This is an optimization exercise on Yosys and OpenROAD, whose aim is small area, a short achievable clock period and few clock cycles per item, not a production implementation. Function was checked by simulation only, so behaviour that the tests miss may differ from the original.

v26:
// yrc_canny_px
module yrc_canny_px #(
    parameter IN_REG = 1
) (
    input  wire         clk,
    input  wire         rst,          
    input  wire         in_valid,
    output wire         in_ready,
    input  wire [199:0] in_win,       
    input  wire [3:0]   in_border,    
    output wire         out_valid,
    input  wire         out_ready,
    output wire [10:0]  out_mag,
    output wire [1:0]   out_sector,   
    output wire [1:0]   out_class     
);
Size: ~0.032 mm^2 of cells after synthesis.
Settings: LEC_CHECK=0, ABC_AREA=1, CAP_MARGIN=20, CORE_MARGIN=2, CORE_UTILIZATION=40, SLEW_MARGIN=20, SYNTH_HIERARCHICAL=1; clock period 17.0 ns.
run.sh (not shown) runs the stock make flow with config.mk's settings and CLKGATE_MAP_FILE= SYNTH_SCRIPT=/design/flow/synth_recipe.tcl, a recipe that flattens the netlist after the stock synthesis.
v26 finished every step from synthesis to the final layout, and the layout passed the timing, design-rule and antenna checks.
Testbench counts of v26, summed over its fixed seeds: cycles 12,016, items 12,000.
diff inputs: v26 => v34
Settings: putting CTS_CLUSTER_DIAMETER at 100 where nothing was set; putting CTS_CLUSTER_SIZE at 20 where nothing was set.
==> flow/flow/run.sh (new file) <==
#!/bin/bash
export SETUP_SLACK_MARGIN=11.2
export BUFFER_PORTS_ARGS="-buffer_cell sky130_fd_sc_hd__buf_1"
bash standard.sh > standard.log 2>&1
==> flow/standard.sh (new file) <==
#!/bin/bash
# synth_recipe.tcl (not shown) runs the flow's synth.tcl, then flattens the netlist and writes it again
# the make line also repeats each setting of config.mk as NAME=value (left out here)
make -C /OpenROAD-flow-scripts/flow DESIGN_CONFIG=/design/flow/config.mk WORK_HOME=/design/flow/orfs CLKGATE_MAP_FILE= SYNTH_SCRIPT=/design/flow/synth_recipe.tcl "${@:-finish}"
removed: flow/run.sh
Results
| cell count | v34 vs v26 | 1.1% lower |
v26 has lower layout cell share with drive strength beyond 1 than v34.
#### Input delta (v32 over v34)
Settings: CORE_UTILIZATION changed from 40 to 45; CTS_CLUSTER_SIZE changed from 20 to 25.
-- flow/flow/run.sh --
<<< v34, line 2
export SETUP_SLACK_MARGIN=11.2
>>> v32, line 2
export SETUP_SLACK_MARGIN=11.5
## What came out
Across v32 and v34, the outcome is the same: a clean finish for every run. Compared to v34, the routing of v32 uses more wire. v32: met2 global-route usage 6.3 points above v34. Of the two values seen for destination of the critical timing path, nu1[9] was produced by v32 and u1[6][9] by v34. On buffer and inverter count on the worst path: v32 sits above v34. Half-perimeter wire length of the detailed placement result was lower in v34 than in v32.
## Diff of input files: v5 against v32
Settings: swapping 25 for 20 in CTS_CLUSTER_SIZE; swapping 45 for 35 in CORE_UTILIZATION.
Findings:
- Cmp v5 vs v32: relative max-transition margin higher in v5
- On clock input transition at the sequential cells of the worst setup and hold paths, v32 and v5 are neck and neck.
- Critical path buffer and inverter count: v5 < v32
- Cell area after placement was lower in the run labelled v32.
- Row time the final worst path needs with I/O delays and setup: v5 higher / v32 lower
Setup changes, v5 to v54
Settings: a deleted CTS_CLUSTER_DIAMETER that had been 100; a change of CTS_CLUSTER_SIZE from 20 to 30; an added CTS_BUF_LIST of sky130_fd_sc_hd__clkbuf_8; a change of CORE_UTILIZATION from 35 to 55.
==> flow/run.sh (new file) <==
#!/bin/bash
# synth_recipe.tcl (not shown) runs the flow's synth.tcl, then flattens the netlist and writes it again
# the make line also repeats each setting of config.mk as NAME=value (left out here)
make -C /OpenROAD-flow-scripts/flow DESIGN_CONFIG=/design/flow/config.mk WORK_HOME=/design/flow/orfs CLKGATE_MAP_FILE= SYNTH_SCRIPT=/design/flow/synth_recipe.tcl finish
removed: flow/flow/run.sh
removed: flow/standard.sh
==> comparison <==
Across v54 and v5, none had a timing, DRC or antenna violation. Between v5 and v54, the flow reports full die area decreasing by more than a quarter. v54 gives more global-route usage than v5 did. Normalized max-slew margin in v54 is 25 points below v5. Per the comparison of v54 with v5, post-route fraction of the period consumed by the critical path now sits higher.
Changes in v8 relative to v54:
Settings: CTS_BUF_LIST: sky130_fd_sc_hd__clkbuf_8 -> unset; CTS_CLUSTER_SIZE: 30 -> 20; CTS_CLUSTER_DIAMETER: unset -> 100; CORE_UTILIZATION: 55 -> 60.
==> flow/flow/run.sh (new file) <==
#!/bin/bash
export SETUP_SLACK_MARGIN=11.5
export BUFFER_PORTS_ARGS="-buffer_cell sky130_fd_sc_hd__buf_1"
bash standard.sh > standard.log 2>&1
==> flow/standard.sh (new file) <==
#!/bin/bash
# synth_recipe.tcl (not shown) runs the flow's synth.tcl, then flattens the netlist and writes it again
# the make line also repeats each setting of config.mk as NAME=value (left out here)
make -C /OpenROAD-flow-scripts/flow DESIGN_CONFIG=/design/flow/config.mk WORK_HOME=/design/flow/orfs CLKGATE_MAP_FILE= SYNTH_SCRIPT=/design/flow/synth_recipe.tcl "${@:-finish}"
removed: flow/run.sh
Findings:
- From v54 to v8 the numbers moved as follows: filler-free cell count of the finished design down 3.1%; fmax climbed 14%; multi-input combinational cell area +about 6%.
- Detailed-route wire length on v8 is up relative to v54.
- Post-cts repair resize count in v8 vs v54: up 363
- Compared with v54, v8 shows number of cells on the critical path higher by 8.
- Across both runs, final critical-path required period was lower for v8 than for v54.
- A capture point of the critical path of out_mag[8] is what v54 shows, while u1[3][9] belongs to v8.

## afterwards: timing with drivers on the ports
No port has a modelled driver above. Below, the same layouts with a new extraction and two added sets of constraints.
Step 1, drivers: a clkbuf_16 drives clk and a buf_2 each remaining input, both assumed.
Step 2 also shifts input and output timing later by t, the mid clock arrival at the registers, as if the neighbouring blocks saw the same clock.
a / b / c = ideal / step 1 / step 2; a / b = the first two.
| run | t (ns) | setup WS [ns] | worst slew at a driven data input, ns |
|---|---|---|---|
| v26 | 0.708 | 10.589 / 10.529 / 11.051 | 0.07 |
| v34 | 0.637 | 11.276 / 11.276 / 11.276 | 0.08 |
| v32 | 0.692 | 11.529 / 11.516 / 11.529 | 0.05 |
| v5 | 0.639 | 11.447 / 11.447 / 11.447 | 0.07 |
| v54 | 0.764 | 10.523 / 10.461 / 10.840 | 0.06 |
| v8 | 0.688 | 11.326 / 11.326 / 11.326 | 0.05 |
After both steps every run listed still meets setup and hold.
